What follows belongs to an exercise in optimizing a design on an open flow for small area and a short achievable clock period; a production flow would make more cautious choices. Function was checked by simulation only, so behaviour that the tests miss may differ from the original. Power and IR drop assume default switching activity.

Setup of yarrow:
==> module wiz_pixel_decoder, before the edit <==
module wiz_pixel_decoder #(
    parameter N           = 64,
    parameter FRAME_BYTES = 6 * N,
    parameter [7:0] ACK_BYTE = 8'h06
) (
    input  wire                 clk,
    input  wire                 rst,
    input  wire                 rx_valid,
    input  wire [7:0]           rx_data,
    output wire                 rx_ready,
    output wire                 tx_valid,
    output wire [7:0]           tx_data,
    input  wire                 tx_ready,
    output wire                 disp_start,
    input  wire                 disp_done,
    input  wire [$clog2(N)-1:0] s1_raddr,
    input  wire [$clog2(N)-1:0] s2_raddr,
    output reg  [23:0]          s1_rdata,
    output reg  [23:0]          s2_rdata
);
    localparam CNT_W = $clog2(FRAME_BYTES);
    localparam SB    = 8 * FRAME_BYTES;
    reg             rdy;
    reg             dst;
    reg             wt;
    reg             tv;
    reg [CNT_W-1:0] cnt;       
    reg             last;      
    wire rx_fire = rx_valid && rdy;
    always @(posedge clk) begin
        if (rst) begin
            rdy  <= 1'b1;
            dst  <= 1'b0;
            wt   <= 1'b0;
            tv   <= 1'b0;
            cnt  <= {CNT_W{1'b0}};
            last <= 1'b0;
        end else begin
            dst <= rx_fire && last;
            if (rx_fire) begin
                cnt  <= cnt + 1'b1;
                last <= (cnt == FRAME_BYTES - 2);
                if (last) rdy <= 1'b0;
            end
            if (dst) wt <= 1'b1;
            if (wt && disp_done) begin
                wt <= 1'b0;
                tv <= 1'b1;
            end
            if (tv && tx_ready) begin
                tv   <= 1'b0;
                rdy  <= 1'b1;
                cnt  <= {CNT_W{1'b0}};
                last <= 1'b0;
            end
        end
    end
    assign rx_ready   = rdy;
    assign disp_start = dst;
    assign tx_valid   = tv;
    assign tx_data    = ACK_BYTE;
    reg          sh_en;
    reg [7:0]    sh_d;
    reg [SB-1:0] fb;
    always @(posedge clk) begin
        sh_en <= rx_fire;
        sh_d  <= rx_data;
        if (sh_en)
            fb <= {fb[SB-9:0], sh_d};
    end
    wire [24*N-1:0] strip1 = fb[SB-1 -: 24*N];
    wire [24*N-1:0] strip2 = fb[SB-1-24*N -: 24*N];
    wire [N-1:0] sel1, sel2;
    genvar gi, gb;
    generate
        for (gi = 0; gi < N; gi = gi + 1) begin : g_dec
            assign sel1[gi] = (s1_raddr != gi);
            assign sel2[gi] = (s2_raddr != gi);
        end
    endgenerate
    wire [23:0] rd1, rd2;
    generate
        for (gb = 0; gb < 24; gb = gb + 1) begin : g_bit
            wire [N-1:0] col1, col2;
            for (gi = 0; gi < N; gi = gi + 1) begin : g_col
                assign col1[gi] = strip1[24*(N-1-gi) + gb];
                assign col2[gi] = strip2[24*(N-1-gi) + gb];
            end
            wpd_sel64 u_m1 (.sel(sel1), .d(col1), .y(rd1[gb]));
            wpd_sel64 u_m2 (.sel(sel2), .d(col2), .y(rd2[gb]));
        end
    endgenerate
    always @(posedge clk) begin
        s1_rdata <= rd1;
        s2_rdata <= rd2;
    end
endmodule
export LEC_CHECK = 0
export CAP_MARGIN = 20
export CORE_ASPECT_RATIO = 0.5
export CORE_MARGIN = 2
export CORE_UTILIZATION = 65
export CTS_CLUSTER_DIAMETER = 90
export CTS_CLUSTER_SIZE = 28
export SETUP_SLACK_MARGIN = 3.6
export SLEW_MARGIN = 20
export SYNTH_HIERARCHICAL = 1
export TNS_END_PERCENT = 5
create_clock -name core_clock -period 6.0 [get_ports {clk}]
run.sh (not shown) runs the stock make flow with config.mk's settings and CLKGATE_MAP_FILE= SYNTH_SCRIPT=/design/flow/synth_recipe.tcl, a recipe that flattens the netlist after the stock synthesis.
--- input diff yarrow..delta ---
--- a/flow/design.v
+++ b/flow/design.v
@@ -69,14 +69,21 @@
             fb <= {fb[SB-9:0], sh_d};
     end
     wire [24*N-1:0] strip1 = fb[SB-1 -: 24*N];
     wire [24*N-1:0] strip2 = fb[SB-1-24*N -: 24*N];
-    wire [N-1:0] sel1, sel2;
+    wire [N-1:0] sel1a, sel1b, sel2a, sel2b;
+    wire [7:0]   lo1, hi1, lo2, hi2;
+    wpd_dec3 u_lo1 (.a(s1_raddr[2:0]), .y(lo1));
+    wpd_dec3 u_hi1 (.a(s1_raddr[5:3]), .y(hi1));
+    wpd_dec3 u_lo2 (.a(s2_raddr[2:0]), .y(lo2));
+    wpd_dec3 u_hi2 (.a(s2_raddr[5:3]), .y(hi2));
     genvar gi, gb;
     generate
         for (gi = 0; gi < N; gi = gi + 1) begin : g_dec
-            assign sel1[gi] = (s1_raddr != gi);
-            assign sel2[gi] = (s2_raddr != gi);
+            wpd_nand2 u_s1a (.a(hi1[gi/8]), .b(lo1[gi%8]), .y(sel1a[gi]));
+            wpd_nand2 u_s1b (.a(hi1[gi/8]), .b(lo1[gi%8]), .y(sel1b[gi]));
+            wpd_nand2 u_s2a (.a(hi2[gi/8]), .b(lo2[gi%8]), .y(sel2a[gi]));
+            wpd_nand2 u_s2b (.a(hi2[gi/8]), .b(lo2[gi%8]), .y(sel2b[gi]));
         end
     endgenerate
     wire [23:0] rd1, rd2;
     generate
@@ -85,10 +92,10 @@
             for (gi = 0; gi < N; gi = gi + 1) begin : g_col
                 assign col1[gi] = strip1[24*(N-1-gi) + gb];
                 assign col2[gi] = strip2[24*(N-1-gi) + gb];
             end
-            wpd_sel64 u_m1 (.sel(sel1), .d(col1), .y(rd1[gb]));
-            wpd_sel64 u_m2 (.sel(sel2), .d(col2), .y(rd2[gb]));
+            wpd_sel64 u_m1 (.sel(gb < 12 ? sel1a : sel1b), .d(col1), .y(rd1[gb]));
+            wpd_sel64 u_m2 (.sel(gb < 12 ? sel2a : sel2b), .d(col2), .y(rd2[gb]));
         end
     endgenerate
     always @(posedge clk) begin
         s1_rdata <= rd1;
@@ -123,8 +130,25 @@
     output wire y
 );
     assign y = ~((a1 | a2) & (b1 | b2));
 endmodule
+module wpd_dec3 (
+    input  wire [2:0] a,
+    output wire [7:0] y
+);
+    genvar g;
+    generate
+        for (g = 0; g < 8; g = g + 1) begin : g_y
+            assign y[g] = (a == g);
+        end
+    endgenerate
+endmodule
+module wpd_nand2 (
+    input  wire a, b,
+    output wire y
+);
+    assign y = ~(a & b);
+endmodule
 module wpd_nor2 (
     input  wire a, b,
     output wire y
 );
Notes after the runs:
Synthesized area: lower on yarrow. Of the two values seen for launching instance or port of the critical path, s2_raddr[2] was produced by delta and s1_raddr[0] by yarrow. Post-synthesis cell count of delta exceeds that of yarrow slightly. On met2 routing resource usage after global routing: delta sits above yarrow. yarrow → delta: multi-input gate share of total cell area increased 1.6 points; highest fanout seen on the critical path now sits lower; combinational share of power increased 0.4 points; routed wirelength normalized by instance count increased by 7.5% relative to the old numbers; register fraction of the total cell area fell by 0.57 points. Between yarrow and delta, the flow reports number of buffers outside the clock class in the layout decreasing by more than 10%. Comparing yarrow and delta, the lower detail-routed via count per cell is on yarrow.

re-timing with driven ports:
The flow's constraints put no driver on any port. The routed layouts listed below were extracted and timed again, unchanged, in two steps. Step 1: set_driving_cell puts a clkbuf_16 on clk and a buf_2 on each other input, an assumption about the parent block. Step 2 times the ports against the registers' clock, not the clock port: input delays grow and output delays shrink by t, the midpoint of the rising clock arrivals with the driver on. Slacks: ideal ports / drivers / drivers and shift; pairs: ideal ports / drivers.
run	t, ns	setup slack, ns	worst setup path at the end	pins driven straight from the clock port
yarrow	0.908	3.443 / 3.355 / 2.479	input to register	1
delta	0.907	3.377 / 3.322 / 2.498	input to register	1
After both steps setup and hold are still met in every run listed. The setup slack of yarrow, which loses most, moves by -0.088 ns with the drivers and by -0.964 ns with both steps.
